What follows belongs to an exercise in optimizing a design on an open flow for small area, a short achievable clock period and few clock cycles per item; a production flow would make more cautious choices.
Where RTL was checked, it was by simulation tests only, not by an equivalence proof against the original.
Power and IR drop assume default switching activity.

==> job 3710 <==
==> flow/design.v (excerpt) <==
module flanger_sweep_state_machine #(
    parameter N = 32,              
    parameter L = 24               
) (
    input  wire        clk,
    input  wire        rst,
    input  wire        key_valid,
    input  wire [7:0]  key_char,
    input  wire        btn,
    input  wire        in_valid,
    output wire        in_ready,
    input  wire [15:0] mic,
    input  wire [15:0] gen,
    output reg         out_valid,
    input  wire        out_ready,
    output reg  [31:0] out_data,
    output reg         out_last,
    output reg         out_ev_valid,
    output reg         out_ev_kind,    
    output reg  [7:0]  out_ev_arg,
    output wire [15:0] gen_freq
);
clock: 8.0 ns
lec_check: 0
cap_margin: 20
core_margin: 2
core_utilization: 40
cts_buf_list: sky130_fd_sc_hd__clkbuf_8
cts_cluster_diameter: 70
cts_cluster_size: 16
setup_slack_margin: 5
slew_margin: 20
standard.sh (not shown) runs the stock make flow with config.mk's settings and CLKGATE_MAP_FILE= SYNTH_SCRIPT=/design/flow/synth_recipe.tcl, a recipe that flattens the netlist after the stock synthesis.
==> flow/flow/run.sh <==
#!/bin/bash
# The standard layout with two changes:
# - the adders are left to ABC: without ADDER_MAP_FILE, synthesis does not
#   turn three-input XOR/majority pairs into full-adder cells, so the
#   multiplier's compressor tree is mapped as plain gates;
# - every port gets a buf_2 as its buffer (the standard flow's choice is a
#   slow delay buffer).
set -euo pipefail
bash standard.sh ADDER_MAP_FILE= "BUFFER_PORTS_ARGS=-buffer_cell sky130_fd_sc_hd__buf_2" finish > make_finish.log 2>&1
==> inputs of job 1620, as changes to job 3710 <==
CORE_UTILIZATION = 50   (was 40)
==> inputs of job 3474, as changes to job 3710 <==
--- a/flow/design.v
+++ b/flow/design.v
@@ -495,50 +495,74 @@
     wire       rdy = !sk_valid;      
     reg        in_ready_q;           
     assign in_ready = in_ready_q;
     wire acc   = in_valid && rdy;
     wire first = (cnt == 0);
     wire last  = (cnt == LAST_BEAT);
-    wire c_f     = (key_char == 8'h66);
-    wire c_r     = (key_char == 8'h72);
-    wire c_b     = (key_char == 8'h62);
-    wire c_mode  = (key_char == 8'h6E) | c_f | c_r | c_b;
-    wire c_plus  = (key_char == 8'h2B);
-    wire c_minus = (key_char == 8'h2D);
-    wire [1:0] c_key_mode = c_f ? M_FLAN : c_r ? M_RING : c_b ? M_CRUSH : M_NONE;
-    reg        k_mode, k_plus, k_minus;
-    reg  [1:0] key_mode;
-    wire       k_unrec = !(k_mode | k_plus | k_minus);
+    wire k_n     = (key_q == 8'h6E);
+    wire k_f     = (key_q == 8'h66);
+    wire k_r     = (key_q == 8'h72);
+    wire k_b     = (key_q == 8'h62);
+    wire k_plus  = (key_q == 8'h2B);
+    wire k_minus = (key_q == 8'h2D);
+    wire k_mode  = k_n | k_f | k_r | k_b;
+    wire k_unrec = !(k_mode | k_plus | k_minus);
+    reg [1:0] key_mode;
+    always @(*) begin
+        case (1'b1)
+            k_f:     key_mode = M_FLAN;
+            k_r:     key_mode = M_RING;
+            k_b:     key_mode = M_CRUSH;
+            default: key_mode = M_NONE;
+        endcase
+    end
     reg [2:0] new_depth;
     always @(*) begin
         new_depth = depth;
         if (key_pend && k_plus && depth < MAX_DEPTH)
             new_depth = depth + 3'd1;
         if (key_pend && k_minus && depth > MIN_DEPTH)
             new_depth = depth - 3'd1;
     end
     wire [1:0] new_mode = (key_pend && k_mode) ? key_mode : mode;
     wire       new_src  = src_sel ^ btn_pend;
     reg  [1:0] cur_mode;
     reg        cur_src;
-    wire [2:0] cur_depth = first ? new_depth : depth;
+    reg  [2:0] cur_depth;
     wire       acc_first = acc && first;
     wire [1:0] mode_n    = acc_first ? new_mode  : mode;
     wire       src_n     = acc_first ? new_src   : src_sel;
     wire [2:0] depth_n   = acc_first ? new_depth : depth;
-    wire       first_n   = acc ? last : first;
-    wire       kmode_n   = key_valid ? c_mode : (key_pend && !acc_first && k_mode);
-    wire [1:0] kmd_n     = key_valid ? c_key_mode : key_mode;
+    wire       kp_n      = key_valid || (key_pend && !acc_first);
     wire       bp_n      = btn || (btn_pend && !acc_first);
+    wire [7:0] kq_n      = key_valid ? key_char : key_q;
+    wire       first_n   = acc ? last : first;
+    wire n_f     = (kq_n == 8'h66);
+    wire n_r     = (kq_n == 8'h72);
+    wire n_b     = (kq_n == 8'h62);
+    wire n_mode  = (kq_n == 8'h6E) | n_f | n_r | n_b;
+    wire n_plus  = (kq_n == 8'h2B);
+    wire n_minus = (kq_n == 8'h2D);
+    wire [1:0] n_key_mode = n_f ? M_FLAN : n_r ? M_RING : n_b ? M_CRUSH : M_NONE;
+    reg [2:0] n_new_depth;
+    always @(*) begin
+        n_new_depth = depth_n;
+        if (kp_n && n_plus && depth_n < MAX_DEPTH)
+            n_new_depth = depth_n + 3'd1;
+        if (kp_n && n_minus && depth_n > MIN_DEPTH)
+            n_new_depth = depth_n - 3'd1;
+    end
     always @(posedge clk) begin
         if (rst) begin
-            cur_mode <= M_NONE;
-            cur_src  <= 1'b0;
+            cur_mode  <= M_NONE;
+            cur_src   <= 1'b0;
+            cur_depth <= MIN_DEPTH;
         end else begin
-            cur_mode <= (first_n && kmode_n) ? kmd_n : mode_n;
-            cur_src  <= first_n ? (src_n ^ bp_n) : src_n;
+            cur_mode  <= first_n ? ((kp_n && n_mode) ? n_key_mode : mode_n) : mode_n;
+            cur_src   <= first_n ? (src_n ^ bp_n) : src_n;
+            cur_depth <= first_n ? n_new_depth : depth_n;
         end
     end
     always @(posedge clk) begin
         if (rst) begin
             mode     <= M_NONE;
             src_sel  <= 1'b0;
@@ -560,19 +584,14 @@
                 btn_pend <= 1'b1;
             else if (acc && first)
                 btn_pend <= 1'b0;
         end
     end
     always @(posedge clk) begin
-        if (key_valid) begin
-            key_q    <= key_char;
-            k_mode   <= c_mode;
-            k_plus   <= c_plus;
-            k_minus  <= c_minus;
-            key_mode <= c_key_mode;
-        end
+        if (key_valid)
+            key_q <= key_char;
     end
     always @(posedge clk) begin
         if (acc && first) begin
             out_ev_valid <= key_pend && !(k_plus || k_minus);
             out_ev_kind  <= k_unrec;
             out_ev_arg   <= k_unrec ? key_q : {6'd0, key_mode};
==> flow/run.sh (new file) <==
#!/bin/bash
# synth_recipe.tcl (not shown) runs the flow's synth.tcl, then flattens the netlist and writes it again
# the make line also repeats each setting of config.mk as NAME=value (left out here)
make -C /OpenROAD-flow-scripts/flow DESIGN_CONFIG=/design/flow/config.mk WORK_HOME=/design/flow/orfs CLKGATE_MAP_FILE= SYNTH_SCRIPT=/design/flow/synth_recipe.tcl finish
SETUP_SLACK_MARGIN = 4.8   (was 5)
removed: flow/flow/run.sh
removed: flow/standard.sh
==> inputs of job 210, as changes to job 3710 <==
--- a/flow/design.v
+++ b/flow/design.v
@@ -495,84 +495,72 @@
     wire       rdy = !sk_valid;      
     reg        in_ready_q;           
     assign in_ready = in_ready_q;
     wire acc   = in_valid && rdy;
     wire first = (cnt == 0);
     wire last  = (cnt == LAST_BEAT);
-    wire c_f     = (key_char == 8'h66);
-    wire c_r     = (key_char == 8'h72);
-    wire c_b     = (key_char == 8'h62);
-    wire c_mode  = (key_char == 8'h6E) | c_f | c_r | c_b;
-    wire c_plus  = (key_char == 8'h2B);
-    wire c_minus = (key_char == 8'h2D);
-    wire [1:0] c_key_mode = c_f ? M_FLAN : c_r ? M_RING : c_b ? M_CRUSH : M_NONE;
-    reg        k_mode, k_plus, k_minus;
-    reg  [1:0] key_mode;
-    wire       k_unrec = !(k_mode | k_plus | k_minus);
+    wire k_n     = (key_q == 8'h6E);
+    wire k_f     = (key_q == 8'h66);
+    wire k_r     = (key_q == 8'h72);
+    wire k_b     = (key_q == 8'h62);
+    wire k_plus  = (key_q == 8'h2B);
+    wire k_minus = (key_q == 8'h2D);
+    wire k_mode  = k_n | k_f | k_r | k_b;
+    wire k_unrec = !(k_mode | k_plus | k_minus);
+    reg [1:0] key_mode;
+    always @(*) begin
+        case (1'b1)
+            k_f:     key_mode = M_FLAN;
+            k_r:     key_mode = M_RING;
+            k_b:     key_mode = M_CRUSH;
+            default: key_mode = M_NONE;
+        endcase
+    end
     reg [2:0] new_depth;
     always @(*) begin
         new_depth = depth;
         if (key_pend && k_plus && depth < MAX_DEPTH)
             new_depth = depth + 3'd1;
         if (key_pend && k_minus && depth > MIN_DEPTH)
             new_depth = depth - 3'd1;
     end
     wire [1:0] new_mode = (key_pend && k_mode) ? key_mode : mode;
     wire       new_src  = src_sel ^ btn_pend;
-    reg  [1:0] cur_mode;
-    reg        cur_src;
+    wire [1:0] cur_mode  = first ? new_mode  : mode;
+    wire       cur_src   = first ? new_src   : src_sel;
     wire [2:0] cur_depth = first ? new_depth : depth;
-    wire       acc_first = acc && first;
-    wire [1:0] mode_n    = acc_first ? new_mode  : mode;
-    wire       src_n     = acc_first ? new_src   : src_sel;
-    wire [2:0] depth_n   = acc_first ? new_depth : depth;
-    wire       first_n   = acc ? last : first;
-    wire       kmode_n   = key_valid ? c_mode : (key_pend && !acc_first && k_mode);
-    wire [1:0] kmd_n     = key_valid ? c_key_mode : key_mode;
-    wire       bp_n      = btn || (btn_pend && !acc_first);
-    always @(posedge clk) begin
-        if (rst) begin
-            cur_mode <= M_NONE;
-            cur_src  <= 1'b0;
-        end else begin
-            cur_mode <= (first_n && kmode_n) ? kmd_n : mode_n;
-            cur_src  <= first_n ? (src_n ^ bp_n) : src_n;
-        end
-    end
     always @(posedge clk) begin
         if (rst) begin
             mode     <= M_NONE;
             src_sel  <= 1'b0;
             depth    <= MIN_DEPTH;
             key_pend <= 1'b0;
             btn_pend <= 1'b0;
             cnt      <= 0;
         end else begin
-            if (acc)
+            if (acc) begin
                 cnt <= last ? 0 : cnt + 1'b1;
-            mode    <= mode_n;
-            src_sel <= src_n;
-            depth   <= depth_n;
+                if (first) begin
+                    mode    <= new_mode;
+                    src_sel <= new_src;
+                    depth   <= new_depth;
+                end
+            end
             if (key_valid)
                 key_pend <= 1'b1;
             else if (acc && first)
                 key_pend <= 1'b0;
             if (btn)
                 btn_pend <= 1'b1;
             else if (acc && first)
                 btn_pend <= 1'b0;
         end
     end
     always @(posedge clk) begin
-        if (key_valid) begin
-            key_q    <= key_char;
-            k_mode   <= c_mode;
-            k_plus   <= c_plus;
-            k_minus  <= c_minus;
-            key_mode <= c_key_mode;
-        end
+        if (key_valid)
+            key_q <= key_char;
     end
     always @(posedge clk) begin
         if (acc && first) begin
             out_ev_valid <= key_pend && !(k_plus || k_minus);
             out_ev_kind  <= k_unrec;
             out_ev_arg   <= k_unrec ? key_q : {6'd0, key_mode};
==> flow/flow/run.sh (replaced) <==
#!/bin/bash
# The standard layout, with the adders left to ABC: without ADDER_MAP_FILE,
# synthesis does not turn three-input XOR/majority pairs into full-adder
# cells, so the multiplier's compressor tree is mapped as plain gates.
# Timing repair aims for 5.3 ns of setup slack (a 2.7 ns period).
set -euo pipefail
bash standard.sh ADDER_MAP_FILE= SETUP_SLACK_MARGIN=5.3 finish > make_finish.log 2>&1
==> run summary <==
item	job 1620	job 3474	job 210	job 3710
Status	no timing/DRC/antenna violations	no timing/DRC/antenna violations	no timing/DRC/antenna violations	no timing/DRC/antenna violations
Skew-Pair Late Insertion Delay	0.70 ns	0.70 ns	0.73 ns	0.70 ns
Library cell appearing most often on the critical path	-	fa_1	buf_12	-
Share of cell area taken by multi-input logic gates	34.61%	33.36%	34.64%	34.39%
Worst-path maximum fanout	5	16	6	5
Initial detailed-routing violation count	1,845	2,505	2,378	1,789
End of the worst hold path	l2$_DFFE_PN_	l2$_DFFE_PN_	u_flan.hist[11][2]$_DFFE_PP_	u_flan.hist[17][9]$_DFFE_PP_
Signal arrival time at the worst endpoint	3.40 ns	3.64 ns	3.45 ns	3.37 ns
Area post-placement	29,690 sq um	30,320 sq um	30,240 sq um	29,880 sq um
Number of standard-cell rows in the floorplan	87	97	97	97
Switching power of the nets	1675 uW	1524 uW	2223 uW	1678 uW
Compound-Gate Fraction of Synth Area	14.00%	14.16%	14.21%	14.00%
Worst reg-to-reg path cell count	9	8	12	8
Combinational cell fraction of total power	15.6%	13.0%	25.1%	15.9%
Share of synthesized area spent on multiplexers	1.433%	1.443%	1.176%	1.433%
Gate Count Post-Synth	2,347	2,206	2,363	2,347
Max frequency	339.6 MHz	311.1 MHz	333.7 MHz	340.1 MHz
Sequential Area	16,860 sq um	16,730 sq um	16,710 sq um	16,860 sq um
XOR/XNOR Fraction of Synth Area	11.87%	5.298%	12.05%	11.87%
Tightest hold margin	0.4331 ns	0.4434 ns	0.4273 ns	0.4373 ns
Sequential share of power	58.0%	59.1%	51.6%	58.1%
Worst path buffer plus inverter count	1	2	6	1
Testbench counts of job 3710, summed over its fixed seeds: cycles 16,408, items 16,384.
Testbench counts of job 1620, summed over its fixed seeds: cycles 16,408, items 16,384.
For job 3474 and job 210, only the layout was checked, not whether the RTL still works.

-- port drivers added, routing unchanged --
The results above use ideal ports. As a check the final layouts listed here were re-extracted and re-timed, cells and wires unchanged. Step 1: set_driving_cell puts a clkbuf_16 on clk and a buf_2 on each other input, an assumption about the parent block. Step 2 adds t to the input delays and takes it off the output delays; t is the mean of the earliest and latest rising clock arrival at the registers after step 1. Input paths then give back, and output paths get back, about the clock's delay inside the block. a / b / c = no drivers / after step 1 / after step 2; a / b = the first two.
run	t, ns	setup WS [ns]	slew at the worst register clock pin (ns)
job 3710	0.731	5.060 / 5.013 / 4.365	0.11 / 0.11
job 1620	0.726	5.056 / 5.046 / 4.364	0.11 / 0.11
job 3474	0.734	4.786 / 4.786 / 4.197	0.11 / 0.11
job 210	0.766	5.003 / 4.957 / 4.192	0.11 / 0.11
After both steps every run listed still meets setup and hold. The setup slack of job 210, which loses most, moves by -0.046 ns with the drivers and by -0.811 ns with both steps.
